Background: an optimization exercise with open tools, aiming at small area, a short achievable clock period and few clock cycles. Do not read the settings as production practice.
In this exercise RTL edits were held to simulation tests only and were not proved equivalent to the original.
Power figures rest on the tool's default switching activity, not on a simulated workload.

==> run P: inputs <==
==> flow/design.v (excerpt) <==
module bpce (
    input  wire        clk,
    input  wire        rst,
    input  wire        cmd_valid,
    output wire        cmd_ready,
    input  wire [31:0] cmd_data,
    output wire        rsp_valid,
    input  wire        rsp_ready,
    output wire [31:0] rsp_data,
    output wire        mem_en,
    output wire        mem_we,
    output wire [11:0] mem_addr,
    output wire [31:0] mem_wdata,
    input  wire [31:0] mem_rdata
);
Settings: LEC_CHECK=0, CAP_MARGIN=30, CORE_MARGIN=2, CORE_UTILIZATION=55, PLACE_DENSITY=0.7, SLEW_MARGIN=45; clock period 25.0 ns.
standard.sh (not shown) runs the stock make flow with config.mk's settings and CLKGATE_MAP_FILE= SYNTH_SCRIPT=/design/flow/synth_recipe.tcl, a recipe that flattens the netlist after the stock synthesis.
==> flow/flow/run.sh <==
#!/bin/bash
# Layout flow: the standard flow (standard.sh, all steps), except that the
# input and output port buffers are sky130_fd_sc_hd__buf_2 cells instead of the
# default delay buffers.  Every port still gets its own buffer.
# The full output of the flow goes to standard.log in this folder.
set -o pipefail
export BUFFER_PORTS_ARGS="-buffer_cell sky130_fd_sc_hd__buf_2"
bash standard.sh > standard.log 2>&1
==> run M (differences from run P) <==
--- a/flow/design.v
+++ b/flow/design.v
@@ -25,16 +25,19 @@
         S_SRCH  = 4'd7,    
         S_PACK  = 4'd8,    
         S_GDIV  = 4'd9,    
         S_GADDR = 4'd10,   
         S_ELEM  = 4'd11,   
         S_RSP   = 4'd12,   
         S_DEC   = 4'd13;   
     reg [3:0]  st;
+    reg [3:0]  st_nx;
+    reg        in_pack;      
+    reg        in_elem;      
     reg        cmd_ready_r;
     reg        mem_en_r, mem_we_r;
     reg [11:0] mem_addr_r;
     reg [31:0] mem_wdata_r;
     reg        rsp_valid_r;
     reg [31:0] rq0, rq1;
     reg        rl0, rl1;
     reg        rfull;
@@ -51,17 +54,16 @@
     reg        w1hi;         
     reg        cok;          
     reg [1:0]  hdr;          
     reg [1:0]  kind;
     reg [10:0] n_r;          
     reg [5:0]  kg;           
     reg [5:0]  pp;           
     reg [10:0] li;           
-    reg [10:0] lrem;         
     reg        ldv;          
     localparam [11:0] HBASE = 12'h7E0;
     reg [3:0]  hl [0:30];
     reg [30:0] hv;
     reg [2:0]  fst;          
     reg [4:0]  fb;           
     reg        fvh;          
     reg [5:0]  sp, spA, spB, spC;
@@ -80,17 +82,16 @@
     reg [10:0] eleft;        
     reg        ors;          
     reg        mrs;          
     reg        nd2;          
     reg        np_r;         
     reg        ovq0;         
     reg  [5:0] bo_nx, ew_nx;
     reg [10:0] dq;
-    reg [3:0]  dr;
     reg [3:0]  dcnt;
     reg [31:0] part_m, part_o;
     reg [5:0]  cnt_m, cnt_o;
     reg [10:0] wp, opw;
     reg [10:0] ecnt;
     reg        ovph;
     integer b;
     function [5:0] bits_needed;
@@ -138,67 +139,68 @@
                           !d_legal ? 3'd5 :
                           (d_none && op_r != 3'd1) ? 3'd4 :
                           (op_r == 3'd1) ? ((w1hi || dq > 11'd2) ? 3'd2 : 3'd0) :
                           (op_r == 3'd4) ? (d_oob ? 3'd1 : 3'd0) : 3'd0;
     reg  [10:0] ma;
     reg  [5:0]  mb;
     wire [16:0] mul_p = ma * mb;
     wire [10:0] g_q = epw_p2 ? (dq >> epw_sh) : dq;
+    wire        l_last = (li + 11'd1 == dq);    
     wire [10:0] g_m = ~(11'h7FF << epw_sh);
     wire [63:0] win64  = {q1, q0} >> bo[4:0];
     wire [31:0] win    = win64[31:0];
     wire [31:0] wmask  = (ew[5]) ? 32'hFFFFFFFF : ~(32'hFFFFFFFF << ew[4:0]);
     wire [31:0] field  = win & wmask;
     wire        flag   = is_v3 && !emode && !pp[5] && win[pp[4:0]];
     wire [31:0] pmask  = ~(32'hFFFFFFFF << pp[4:0]);
     wire [6:0]  bo_w   = {1'b0, bo} + {1'b0, ew};
     wire        need2  = nd2;
     wire        e_have = (qcnt >= (need2 ? 3'd2 : 3'd1));
-    wire        e_act  = (st == S_ELEM) && !ors && !mrs && (eleft != 11'd0);
+    wire        e_act  = in_elem && !ors && !mrs && (eleft != 11'd0);
     wire        e_skip = e_act && bo[5] && (qcnt != 3'd0);
     wire        e_rdy  = e_act && !bo[5] && e_have;
     wire        e_fire = e_rdy && (hdr == 2'd0) && rroom;
     wire        e_out  = e_fire && !flag;
     wire        e_flag = e_fire && flag;
     wire [6:0]  bo_2w  = bo_w + {1'b0, ew};
     wire [6:0]  bo_adv = is_v2 ? ((bo_2w > 7'd32) ? 7'd32 : bo_w) : bo_w;
     wire        e_pop  = e_skip || (e_fire && !emode && np_r);
     wire        e_last = (eleft == 11'd1);
     wire [31:0] pk_v    = q0;
     wire        pk_over = ovq0;
     wire        ov_rd   = is_v3 && !pp[5] && ((mem_rdata & ~pmask) != 32'd0);
     wire        ov_q1   = is_v3 && !pp[5] && ((q1 & ~pmask) != 32'd0);
     wire [31:0] pk_slot = pk_over ? ((32'd1 << pp[4:0]) | {21'd0, ecnt}) : pk_v;
-    wire        pk_act  = (st == S_PACK);
+    wire        pk_act  = in_pack;
     wire        pk_fm   = pk_act && cnt_m[5];                      
     wire        pk_ov   = pk_act && !pk_fm && ovph;                
     wire        pk_mn   = pk_act && !pk_fm && !ovph && (eleft != 11'd0) && (qcnt != 3'd0);
     wire        pk_end  = pk_act && !pk_fm && !ovph && (eleft == 11'd0);
     wire        pk_efm  = pk_end && (cnt_m != 6'd0);
     wire        pk_efo  = pk_end && (cnt_m == 6'd0) && (cnt_o != 6'd0);
     wire        pk_done = pk_end && (cnt_m == 6'd0) && (cnt_o == 6'd0);
     wire [31:0] sh_in   = pk_ov ? pk_v : pk_slot;
     wire [4:0]  sh_amt  = pk_ov ? cnt_o[4:0] : cnt_m[4:0];
     wire [31:0] sh_base = pk_ov ? part_o : part_m;
     wire [63:0] sh_out  = {32'd0, sh_base} | ({32'd0, sh_in} << sh_amt);
     wire [6:0]  pk_nc   = pk_ov ? ({1'b0, cnt_o} + {1'b0, kg}) : ({1'b0, cnt_m} + {1'b0, mw});
     wire        pk_v2f  = is_v2 && ((pk_nc + {1'b0, kg}) > 7'd32);    
     wire        pk_cw   = (pk_ov || pk_mn) && (pk_nc[6] || pk_nc[5] || (!pk_ov && pk_v2f));
     wire        pk_wr   = pk_fm || pk_efm || pk_efo || pk_cw;
     wire        pk_pop  = pk_ov || (pk_mn && !pk_over);
-    wire        r_mode  = (st == S_ELEM) || (st == S_PACK) || (st == S_SINIT) || (st == S_SRCH) ||
+    wire        r_mode  = in_elem || in_pack || (st == S_SINIT) || (st == S_SRCH) ||
                           (!is_v3 && ((st == S_LEND) || (st == S_LDEC)));
     wire        q_push  = v2 && !d2;
     wire        q_pop   = e_pop || pk_pop || sA_go;
     wire        v1      = mem_en_r && !mem_we_r && !d1;
     wire [3:0]  q_occ   = {1'b0, qcnt} + {3'd0, q_push} + {3'd0, v1};
     wire        q_room  = (q_occ < 4'd4) || ((q_occ == 4'd4) && e_pop);
     wire        r_issue = r_mode && !pk_wr && q_room && !ors && !mrs &&
-                          !((st == S_ELEM) && (eleft == 11'd0));
+                          !(in_elem && (eleft == 11'd0));
     reg         s_go;
     reg  [11:0] s_addr;
     reg  [5:0]  s_bo;
     wire [15:0] g_pos   = is_v2 ? {g_q, mul_p[4:0]} : mul_p[15:0];
     wire [15:0] o_pos   = mul_p[15:0];
     wire [5:0]  ld_bn   = bits_needed(mem_wdata_r);
     reg  [5:0]  bn_r;        
     reg         ldv2;
@@ -219,50 +221,29 @@
         for (fi = 30; fi >= 0; fi = fi - 1)
             if (hl[fi][3]) begin
                 f_any = 1'b1;
                 f_bin = fi[4:0];
             end
     end
     wire [2:0]  f_lo    = hl[f_bin][2:0];
     wire        f_go    = (fst == 3'd0) && f_any && ((st == S_LOAD) || (st == S_LEND));
-    wire [16:0] sB_cost = ncB + mul_p;
+    wire [16:0] sC_cost = ncB + costC;
     wire [11:0] sB_lim  = (spB >= 6'd11) ? 12'hFFF : (12'd1 << spB);
     wire        sB_ok   = ({1'b0, ma} <= sB_lim);
     reg         p_go;
     reg  [31:0] p_word;
     reg         p_last;
     always @(posedge clk) begin
-        if (rst) begin
-            st          <= S_IDLE;
-            cmd_ready_r <= 1'b1;
-            rsp_valid_r <= 1'b0;
-            rfull       <= 1'b0;
-            mem_en_r    <= 1'b0;
-            mem_we_r    <= 1'b0;
-            kind        <= K_NONE;
-            n_r         <= 11'd0;
-            wp          <= 11'd0;
-            opw         <= 11'd0;
-            ldv         <= 1'b0;
-            v2          <= 1'b0;
-            d1          <= 1'b0;
-            d2          <= 1'b0;
-            qcnt        <= 3'd0;
-            ors         <= 1'b0;
-            mrs         <= 1'b0;
-            gdir        <= 1'b0;
-            eleft       <= 11'd0;
-            hdr         <= 2'd0;
-            fst         <= 3'd0;
-        end else begin
+        begin
             mem_en_r <= 1'b0;
             mem_we_r <= 1'b0;
             ldv      <= 1'b0;
             p_go     = 1'b0;
+            st_nx    = st;
             bo_nx    = bo;
             ew_nx    = ew;
             p_word   = 32'd0;
             p_last   = 1'b0;
             s_go     = 1'b0;
             s_addr   = 12'd0;
             s_bo     = 6'd0;
             if (hdr != 2'd0 && rroom && st != S_DEC) begin
@@ -374,63 +355,57 @@
                 end else begin
                     part_m <= sh_out[31:0];
                     cnt_m  <= pk_nc[5:0];
                 end
             end
             if (pk_done) begin
                 p_go   = 1'b1;
                 p_last = 1'b1;
-                st     <= S_RSP;
+                st_nx     = S_RSP;
             end
             case (st)
                 S_IDLE: if (cmd_fire) begin
                     op_r  <= (cmd_data[31:24] >= 8'd1 && cmd_data[31:24] <= 8'd5) ? cmd_data[26:24] : 3'd0;
                     w0ok  <= (cmd_data[31:24] >= 8'd1 && cmd_data[31:24] <= 8'd5) && (cmd_data[23:0] == 24'd0);
-                    st    <= S_W1;
+                    st_nx    = S_W1;
                 end
                 S_W1: begin
                     dq          <= cmd_data[10:0];
-                    lrem        <= cmd_data[10:0];
                     mem_wdata_r <= cmd_data;
                     w1nz        <= (cmd_data != 32'd0);
                     w1hi        <= (cmd_data[31:11] != 21'd0);
                     d_oob       <= (cmd_data[31:11] != 21'd0) || (cmd_data[10:0] >= n_r);
                     ma          <= is_v2 ? {6'd0, cmd_data[4:0] & g_m[4:0]} : cmd_data[10:0];
                     mb          <= mw;
                     cok         <= w0ok && (kind != K_NONE) && (cmd_data <= 32'd1024);
                     li          <= 11'd0;
-                    dr          <= 4'd0;
                     dcnt        <= 4'd0;
                     rd_addr     <= is_v3 ? 12'hBFF : 12'hFFF;
                     if (op_r == 3'd3 || (op_r == 3'd4 && gdir)) begin
                         ew_nx  = mw;
                         emode  <= 1'b0;
                         s_go   = 1'b1;
                         s_addr = (op_r == 3'd3) ? 12'd0 : {1'b0, cmd_data[10:0]};
                         s_bo   = 6'd0;
                     end
                     if (op_r == 3'd2) begin
                         for (b = 0; b < 31; b = b + 1)
                             hl[b] <= 4'd0;
                         hv <= 31'd0;
                     end
                     if (cmd_fire) begin
-                        if (op_r == 3'd2 && cmd_data != 32'd0) begin
-                            st <= S_LOAD;
-                        end else begin
-                            cmd_ready_r <= 1'b0;
-                            st          <= S_DEC;
-                        end
+                        cmd_ready_r <= (op_r == 3'd2) && (cmd_data != 32'd0);
+                        st_nx          = (op_r == 3'd2) ? S_LOAD : S_DEC;
                     end
                 end
                 S_DEC: begin
                     hdr   <= 2'd0;
                     eleft <= 11'd0;
-                    st    <= S_RSP;
+                    st_nx    = S_RSP;
                     p_go   = 1'b1;
                     p_word = {29'd0, d_stat};
                     p_last = 1'b1;
                     if (op_r == 3'd2) begin
                         if (cok) begin
                             n_r    <= 11'd0;
                             wp     <= 11'd0;
                             opw    <= 11'd0;
@@ -445,66 +420,67 @@
                             opw    <= 11'd0;
                                 end
                             end
                             3'd3: begin
                                 hdr    <= 2'd1;
                                 eleft  <= n_r;
                                 p_last = 1'b0;
                                 if (n_r != 11'd0)
-                                    st <= S_ELEM;
+                                    st_nx = S_ELEM;
                             end
                             3'd4: begin
                                 if (!d_oob) begin
                                     eleft  <= 11'd1;
                                     p_last = 1'b0;
                                     if (gdir) begin
-                                        st     <= S_ELEM;
+                                        st_nx     = S_ELEM;
                                     end else if (d_gfast) begin
-                                        st     <= S_ELEM;
+                                        st_nx     = S_ELEM;
                                         ew_nx     = mw;
                                         emode  <= 1'b0;
                                         s_go   = 1'b1;
                                         s_addr = g_pos[15:5];
                                         s_bo   = {1'b0, g_pos[4:0]};
                                     end else begin
-                                        st <= S_GDIV;
+                                        st_nx = S_GDIV;
                                     end
                                 end
                             end
                             default: begin  
                                 hdr    <= 2'd2;
                                 p_last = 1'b0;
                             end
                         endcase
                     end
                 end
-                S_LOAD: if (!cok) begin
+                S_LOAD: if (!w1nz) begin
+                    st_nx = S_DEC;
+                end else if (!cok) begin
                     if (cmd_fire) begin
                         mem_wdata_r <= mem_wdata_r - 32'd1;
                         if (mem_wdata_r == 32'd1)
-                            st <= S_DEC;
+                            st_nx = S_DEC;
                     end
                 end else begin
                     mem_addr_r  <= is_v3 ? (12'hC00 + {1'b0, li}) : {1'b0, li};
                     mem_wdata_r <= cmd_data;
                     if (cmd_fire) begin
                         mem_en_r <= 1'b1;
                         mem_we_r <= 1'b1;
                         ldv      <= 1'b1;
                         li       <= li + 11'd1;
-                        lrem     <= lrem - 11'd1;
-                        if (lrem == 11'd1)
-                            st <= S_LEND;
+                        if (l_last)
+                            st_nx = S_LEND;
                     end
                 end
                 S_LEND: begin
                     n_r <= li;
                     if (!ldv && !ldv2 && fst == 3'd0 && !f_any)
-                        st <= S_LDEC;
+                        st_nx = S_LDEC;
                 end
                 S_LDEC: begin
                     wp     <= 11'd0;
                     opw    <= 11'd0;
                     ecnt   <= 11'd0;
                     cnt_m  <= 6'd0;
                     cnt_o  <= 6'd0;
                     part_m <= 32'd0;
@@ -512,88 +488,87 @@
                     ovph   <= 1'b0;
                     eleft  <= n_r;
                     ma   <= n_r;
                     mb   <= kg;
                     mw   <= kg;
                     gdir <= (is_v2 && kg > 6'd16) || (kind == K_SPAN && kg == 6'd32);
                     if (is_v3) begin
                         rd_addr <= HBASE - 12'd1;
-                        st      <= S_SINIT;
+                        st_nx      = S_SINIT;
                     end else if ((is_v2 && kg > 6'd16) || (!is_v2 && kg == 6'd32)) begin
                         wp     <= n_r;
                         p_go   = 1'b1;
                         p_last = 1'b1;
-                        st     <= S_RSP;
+                        st_nx     = S_RSP;
                     end else begin
-                        st <= S_PACK;
+                        st_nx = S_PACK;
                     end
                 end
                 S_SINIT: begin
                     best_cost <= mul_p;
                     best_p    <= kg;
                     sp        <= 6'd1;
                     si        <= 5'd0;
                     ncB       <= {6'd0, n_r};
                     vA        <= 1'b0;
                     vB        <= 1'b0;
                     vC        <= 1'b0;
-                    st        <= S_SRCH;
+                    st_nx        = S_SRCH;
                 end
                 S_SRCH: begin
                     vA <= sA_go;
                     if (sA_go) begin
                         cntA <= sA_cnt;
                         spA  <= sp;
                         sp   <= sp + 6'd1;
                         si   <= si + 5'd1;
                     end
                     vB <= vA;
                     if (vA) begin
                         ma   <= ma - cntA;
                         spB  <= spA;
-                        ncB  <= ncB + {6'd0, n_r};
                     end
                     vC    <= vB;
-                    costC <= sB_cost;
+                    costC <= mul_p;
+                    if (vB)
+                        ncB <= ncB + {6'd0, n_r};
                     okC   <= sB_ok;
                     spC   <= spB;
-                    if (vC && okC && costC < best_cost) begin
-                        best_cost <= costC;
+                    if (vC && okC && sC_cost < best_cost) begin
+                        best_cost <= sC_cost;
                         best_p    <= spC;
                     end
                     if (!sA_want && !vA && !vB && !vC) begin
                         pp      <= best_p;
                         mw      <= best_p + 6'd1;
-                        st      <= S_PACK;
+                        st_nx      = S_PACK;
                         rd_addr <= 12'hBFF;
                         qcnt    <= 3'd0;
                         d1      <= 1'b1;
                         d2      <= 1'b1;
                     end
                 end
                 S_GDIV: begin
                     begin : gdiv
                         reg [4:0] r2;
-                        r2 = {dr, dq[10]};
+                        r2 = {ma[3:0], dq[10]};
                         if (r2 >= {1'b0, epw_d}) begin
-                            dr <= r2[3:0] - epw_d;
                             ma <= {7'd0, r2[3:0] - epw_d};
                             dq <= {dq[9:0], 1'b1};
                         end else begin
-                            dr <= r2[3:0];
                             ma <= {7'd0, r2[3:0]};
                             dq <= {dq[9:0], 1'b0};
                         end
                     end
                     dcnt <= dcnt + 4'd1;
-                    if (dcnt == 4'd10) st <= S_GADDR;
+                    if (dcnt == 4'd10) st_nx = S_GADDR;
                 end
                 S_GADDR: begin
-                    st     <= S_ELEM;
+                    st_nx     = S_ELEM;
                     ew_nx     = mw;
                     emode  <= 1'b0;
                     s_go   = 1'b1;
                     s_addr = g_pos[15:5];
                     s_bo   = {1'b0, g_pos[4:0]};
                 end
                 S_ELEM: begin
                     if (ors) begin
@@ -611,17 +586,17 @@
                         s_addr = {1'b0, o_pos[15:5]};
                         s_bo   = {1'b0, o_pos[4:0]};
                     end else if (e_out && emode && !e_last) begin
                         mrs    <= 1'b1;
                         ma     <= n_r - eleft + 11'd1;
                         mb     <= mw;
                     end
                     if (e_out && e_last)
-                        st <= S_RSP;
+                        st_nx = S_RSP;
                 end
                 default: ;
             endcase
             case (fst)
                 3'd0: if (f_go) begin
                     fb  <= f_bin;
                     fvh <= hv[f_bin];
                     fst <= 3'd1;
@@ -643,19 +618,21 @@
                     mem_en_r    <= 1'b1;
                     mem_we_r    <= 1'b1;
                     mem_addr_r  <= HBASE + {7'd0, fb};
                     mem_wdata_r <= {21'd0, ma + 11'd8};
                     fst         <= 3'd0;
                 end
             endcase
             if (st == S_LOAD) begin
-                if (!cok)
+                if (!w1nz)
+                    cmd_ready_r <= 1'b0;
+                else if (!cok)
                     cmd_ready_r <= !(cmd_fire && mem_wdata_r == 32'd1);
-                else if (cmd_fire && lrem == 11'd1)
+                else if (cmd_fire && l_last)
                     cmd_ready_r <= 1'b0;
                 else if (f_go || fst == 3'd3)
                     cmd_ready_r <= 1'b0;
                 else
                     cmd_ready_r <= !f_any;
             end
             if (s_go) begin
                 qcnt       <= 3'd0;
@@ -666,25 +643,30 @@
                 mem_addr_r <= s_addr;
                 rd_addr    <= s_addr;
                 d1         <= 1'b0;
             end
             if (st == S_W1)
                 qcnt <= 3'd0;
             bo  <= bo_nx;
             ew  <= ew_nx;
-            nd2 <= ({1'b0, bo_nx} + {1'b0, ew_nx}) > 7'd32;
-            np_r <= is_v2 ? (({1'b0, bo_nx} + {1'b0, ew_nx} + {1'b0, ew_nx}) > 7'd32)
-                          : (({1'b0, bo_nx} + {1'b0, ew_nx}) > 7'd31);
+            begin : nxt
+                reg [5:0] bo_st;
+                bo_st = e_skip ? (bo - 6'd32) :
+                        (e_fire && !emode) ? (bo_adv[6] ? 6'd32 : {1'b0, bo_adv[4:0]}) : bo;
+                nd2  <= ({1'b0, bo_st} + {1'b0, ew}) > 7'd32;
+                np_r <= is_v2 ? (({1'b0, bo_st} + {1'b0, ew} + {1'b0, ew}) > 7'd32)
+                              : (({1'b0, bo_st} + {1'b0, ew}) > 7'd31);
+            end
             begin : rq
                 reg pop;
                 pop = rsp_fire;
                 if (pop && rl0) begin
                     cmd_ready_r <= 1'b1;
-                    st          <= S_IDLE;
+                    st_nx       = S_IDLE;
                 end
                 if (pop) begin
                     if (rfull) begin
                         rq0 <= rq1;
                         rl0 <= rl1;
                         if (p_go) begin
                             rq1 <= p_word;
                             rl1 <= p_last;
@@ -705,10 +687,36 @@
                     end else begin
                         rq0         <= p_word;
                         rl0         <= p_last;
                         rsp_valid_r <= 1'b1;
                     end
                 end
             end
         end
+        st      <= st_nx;
+        in_pack <= (st_nx == S_PACK);
+        in_elem <= (st_nx == S_ELEM);
+        if (rst) begin
+            st          <= S_IDLE;
+            in_pack     <= 1'b0;
+            in_elem     <= 1'b0;
+            cmd_ready_r <= 1'b1;
+            rsp_valid_r <= 1'b0;
+            rfull       <= 1'b0;
+            mem_en_r    <= 1'b0;
+            mem_we_r    <= 1'b0;
+            kind        <= K_NONE;
+            ldv         <= 1'b0;
+            v2          <= 1'b0;
+            d1          <= 1'b0;
+            d2          <= 1'b0;
+            qcnt        <= 3'd0;
+            ors         <= 1'b0;
+            mrs         <= 1'b0;
+            gdir        <= 1'b0;
+            hdr         <= 2'd0;
+            fst         <= 3'd0;
+            bo          <= 6'd0;
+            ew          <= 6'd1;
+        end
     end
 endmodule
CTS_CLUSTER_DIAMETER = 100   (was not set)
CTS_CLUSTER_SIZE = 20   (was not set)
==> run H (differences from run P) <==
--- a/flow/design.v
+++ b/flow/design.v
@@ -219,46 +219,24 @@
         for (fi = 30; fi >= 0; fi = fi - 1)
             if (hl[fi][3]) begin
                 f_any = 1'b1;
                 f_bin = fi[4:0];
             end
     end
     wire [2:0]  f_lo    = hl[f_bin][2:0];
     wire        f_go    = (fst == 3'd0) && f_any && ((st == S_LOAD) || (st == S_LEND));
-    wire [16:0] sB_cost = ncB + mul_p;
+    wire [16:0] sC_cost = ncB + costC;
     wire [11:0] sB_lim  = (spB >= 6'd11) ? 12'hFFF : (12'd1 << spB);
     wire        sB_ok   = ({1'b0, ma} <= sB_lim);
     reg         p_go;
     reg  [31:0] p_word;
     reg         p_last;
     always @(posedge clk) begin
-        if (rst) begin
-            st          <= S_IDLE;
-            cmd_ready_r <= 1'b1;
-            rsp_valid_r <= 1'b0;
-            rfull       <= 1'b0;
-            mem_en_r    <= 1'b0;
-            mem_we_r    <= 1'b0;
-            kind        <= K_NONE;
-            n_r         <= 11'd0;
-            wp          <= 11'd0;
-            opw         <= 11'd0;
-            ldv         <= 1'b0;
-            v2          <= 1'b0;
-            d1          <= 1'b0;
-            d2          <= 1'b0;
-            qcnt        <= 3'd0;
-            ors         <= 1'b0;
-            mrs         <= 1'b0;
-            gdir        <= 1'b0;
-            eleft       <= 11'd0;
-            hdr         <= 2'd0;
-            fst         <= 3'd0;
-        end else begin
+        begin
             mem_en_r <= 1'b0;
             mem_we_r <= 1'b0;
             ldv      <= 1'b0;
             p_go     = 1'b0;
             bo_nx    = bo;
             ew_nx    = ew;
             p_word   = 32'd0;
             p_last   = 1'b0;
@@ -409,22 +387,18 @@
                         s_bo   = 6'd0;
                     end
                     if (op_r == 3'd2) begin
                         for (b = 0; b < 31; b = b + 1)
                             hl[b] <= 4'd0;
                         hv <= 31'd0;
                     end
                     if (cmd_fire) begin
-                        if (op_r == 3'd2 && cmd_data != 32'd0) begin
-                            st <= S_LOAD;
-                        end else begin
-                            cmd_ready_r <= 1'b0;
-                            st          <= S_DEC;
-                        end
+                        cmd_ready_r <= (op_r == 3'd2) && (cmd_data != 32'd0);
+                        st          <= (op_r == 3'd2) ? S_LOAD : S_DEC;
                     end
                 end
                 S_DEC: begin
                     hdr   <= 2'd0;
                     eleft <= 11'd0;
                     st    <= S_RSP;
                     p_go   = 1'b1;
                     p_word = {29'd0, d_stat};
@@ -472,17 +446,19 @@
                             end
                             default: begin  
                                 hdr    <= 2'd2;
                                 p_last = 1'b0;
                             end
                         endcase
                     end
                 end
-                S_LOAD: if (!cok) begin
+                S_LOAD: if (!w1nz) begin
+                    st <= S_DEC;
+                end else if (!cok) begin
                     if (cmd_fire) begin
                         mem_wdata_r <= mem_wdata_r - 32'd1;
                         if (mem_wdata_r == 32'd1)
                             st <= S_DEC;
                     end
                 end else begin
                     mem_addr_r  <= is_v3 ? (12'hC00 + {1'b0, li}) : {1'b0, li};
                     mem_wdata_r <= cmd_data;
@@ -545,24 +521,25 @@
                         spA  <= sp;
                         sp   <= sp + 6'd1;
                         si   <= si + 5'd1;
                     end
                     vB <= vA;
                     if (vA) begin
                         ma   <= ma - cntA;
                         spB  <= spA;
-                        ncB  <= ncB + {6'd0, n_r};
                     end
                     vC    <= vB;
-                    costC <= sB_cost;
+                    costC <= mul_p;
+                    if (vB)
+                        ncB <= ncB + {6'd0, n_r};
                     okC   <= sB_ok;
                     spC   <= spB;
-                    if (vC && okC && costC < best_cost) begin
-                        best_cost <= costC;
+                    if (vC && okC && sC_cost < best_cost) begin
+                        best_cost <= sC_cost;
                         best_p    <= spC;
                     end
                     if (!sA_want && !vA && !vB && !vC) begin
                         pp      <= best_p;
                         mw      <= best_p + 6'd1;
                         st      <= S_PACK;
                         rd_addr <= 12'hBFF;
                         qcnt    <= 3'd0;
@@ -643,17 +620,19 @@
                     mem_en_r    <= 1'b1;
                     mem_we_r    <= 1'b1;
                     mem_addr_r  <= HBASE + {7'd0, fb};
                     mem_wdata_r <= {21'd0, ma + 11'd8};
                     fst         <= 3'd0;
                 end
             endcase
             if (st == S_LOAD) begin
-                if (!cok)
+                if (!w1nz)
+                    cmd_ready_r <= 1'b0;
+                else if (!cok)
                     cmd_ready_r <= !(cmd_fire && mem_wdata_r == 32'd1);
                 else if (cmd_fire && lrem == 11'd1)
                     cmd_ready_r <= 1'b0;
                 else if (f_go || fst == 3'd3)
                     cmd_ready_r <= 1'b0;
                 else
                     cmd_ready_r <= !f_any;
             end
@@ -666,19 +645,24 @@
                 mem_addr_r <= s_addr;
                 rd_addr    <= s_addr;
                 d1         <= 1'b0;
             end
             if (st == S_W1)
                 qcnt <= 3'd0;
             bo  <= bo_nx;
             ew  <= ew_nx;
-            nd2 <= ({1'b0, bo_nx} + {1'b0, ew_nx}) > 7'd32;
-            np_r <= is_v2 ? (({1'b0, bo_nx} + {1'b0, ew_nx} + {1'b0, ew_nx}) > 7'd32)
-                          : (({1'b0, bo_nx} + {1'b0, ew_nx}) > 7'd31);
+            begin : nxt
+                reg [5:0] bo_st;
+                bo_st = e_skip ? (bo - 6'd32) :
+                        (e_fire && !emode) ? (bo_adv[6] ? 6'd32 : {1'b0, bo_adv[4:0]}) : bo;
+                nd2  <= ({1'b0, bo_st} + {1'b0, ew}) > 7'd32;
+                np_r <= is_v2 ? (({1'b0, bo_st} + {1'b0, ew} + {1'b0, ew}) > 7'd32)
+                              : (({1'b0, bo_st} + {1'b0, ew}) > 7'd31);
+            end
             begin : rq
                 reg pop;
                 pop = rsp_fire;
                 if (pop && rl0) begin
                     cmd_ready_r <= 1'b1;
                     st          <= S_IDLE;
                 end
                 if (pop) begin
@@ -705,10 +689,31 @@
                     end else begin
                         rq0         <= p_word;
                         rl0         <= p_last;
                         rsp_valid_r <= 1'b1;
                     end
                 end
             end
         end
+        if (rst) begin
+            st          <= S_IDLE;
+            cmd_ready_r <= 1'b1;
+            rsp_valid_r <= 1'b0;
+            rfull       <= 1'b0;
+            mem_en_r    <= 1'b0;
+            mem_we_r    <= 1'b0;
+            kind        <= K_NONE;
+            ldv         <= 1'b0;
+            v2          <= 1'b0;
+            d1          <= 1'b0;
+            d2          <= 1'b0;
+            qcnt        <= 3'd0;
+            ors         <= 1'b0;
+            mrs         <= 1'b0;
+            gdir        <= 1'b0;
+            hdr         <= 2'd0;
+            fst         <= 3'd0;
+            bo          <= 6'd0;
+            ew          <= 6'd1;
+        end
     end
 endmodule
CTS_CLUSTER_DIAMETER = 100   (was not set)
CTS_CLUSTER_SIZE = 20   (was not set)
==> summary of the runs <==
- The highest first-iteration DRC count belongs to run M, the lowest to run P.
- Fmax: run M > run H > run P.
- Total power, lowest first: run M, run P, run H.
- Hold slack, lowest first: run H, run M, run P.
- In run H the via count is lower than in run M, by 3.0%.
- Core utilization: run M is higher than run H (0.20 points).
- Worst setup slack, highest first: run M, run H, run P.
- Clock-buffer cell count, lowest first: run M, run H, run P.
==> figures <==
| item | run H | run P | run M |
|---|---|---|---|
| Net Switching | 3.75 mW | 3.08 mW | 2.83 mW |
| Dominant cell type by area after synthesis | sky130_fd_sc_hd__dfxtp_1 | sky130_fd_sc_hd__edfxtp_1 | sky130_fd_sc_hd__dfxtp_1 |
| Share of total power in combinational logic | 58.6% | 51.9% | 52.0% |
| Routed wirelength normalized by instance count | 27.2 um | 27.6 um | 28.1 um |
| Synth Area in Compound Gates | 19.3% | 17.4% | 20.4% |
| Instance area after placement | 58300 um2 | 59200 um2 | 58700 um2 |
| Routed wl met2 | 91300 um | 91900 um | 91200 um |
| CP Launch Point | cmd_data[16] | rst | cmd_data[22] |
| Simple-Gate Fraction of Synth Area | 16.8% | 16.4% | 16.5% |
| Run status | finished clean | finished clean | finished clean |
| Period Utilization, post-route | 27.2% | 30.1% | 26.5% |
| Initial Utilization | 55.5% | 55.7% | 55.5% |
| Fillcell total | 9097 | 8881 | 9178 |
| Most prevalent standard cell on the critical path | sky130_fd_sc_hd__o21ai_0 | sky130_fd_sc_hd__buf_4 | sky130_fd_sc_hd__nand2_1 |
| Share of cell area taken by multi-input logic gates | 59.0% | 53.2% | 59.8% |
| Placer's final routability congestion estimate | 1.04 | 1.01 | 1.01 |
| Die footprint | 105000 um2 | 106000 um2 | 106000 um2 |
| Post-Route Hold Slack | 358 ps | 419 ps | 367 ps |
Testbench counts of run P, summed over its fixed seeds: cycles 54,784.
Testbench counts of run M, summed over its fixed seeds: cycles 54,784.
Testbench counts of run H, summed over its fixed seeds: cycles 54,784.

## separate check: timing with driven ports
The flow's constraints put no driver on any port. The routed layouts listed below were extracted and timed again, unchanged, in two steps. Step 1: set_driving_cell puts a clkbuf_16 on clk and a buf_2 on each other input, an assumption about the parent block. Step 2 times the ports against the registers' clock, not the clock port: input delays grow and output delays shrink by t, the midpoint of the rising clock arrivals with the driver on. a / b / c = ideal ports / drivers / drivers and shift; a / b = the first two.
run	t, ns	slack for setup (ns)	worst hold slack (ns)	clock arrival spread, ns	slew at the worst register clock pin (ns)
run P	0.768	17.465 / 17.520 / 16.752	0.419 / 0.419 / 0.419	0.029 / 0.029	0.07 / 0.07
run M	0.772	18.363 / 18.305 / 17.652	0.367 / 0.367 / 0.367	0.055 / 0.055	0.11 / 0.11
run H	0.749	18.198 / 18.249 / 17.500	0.358 / 0.358 / 0.358	0.052 / 0.052	0.10 / 0.10
After both steps every run listed still meets setup and hold. For run P, which loses most, drivers alone change the setup slack by +0.055 ns; drivers and shift together by -0.713 ns.
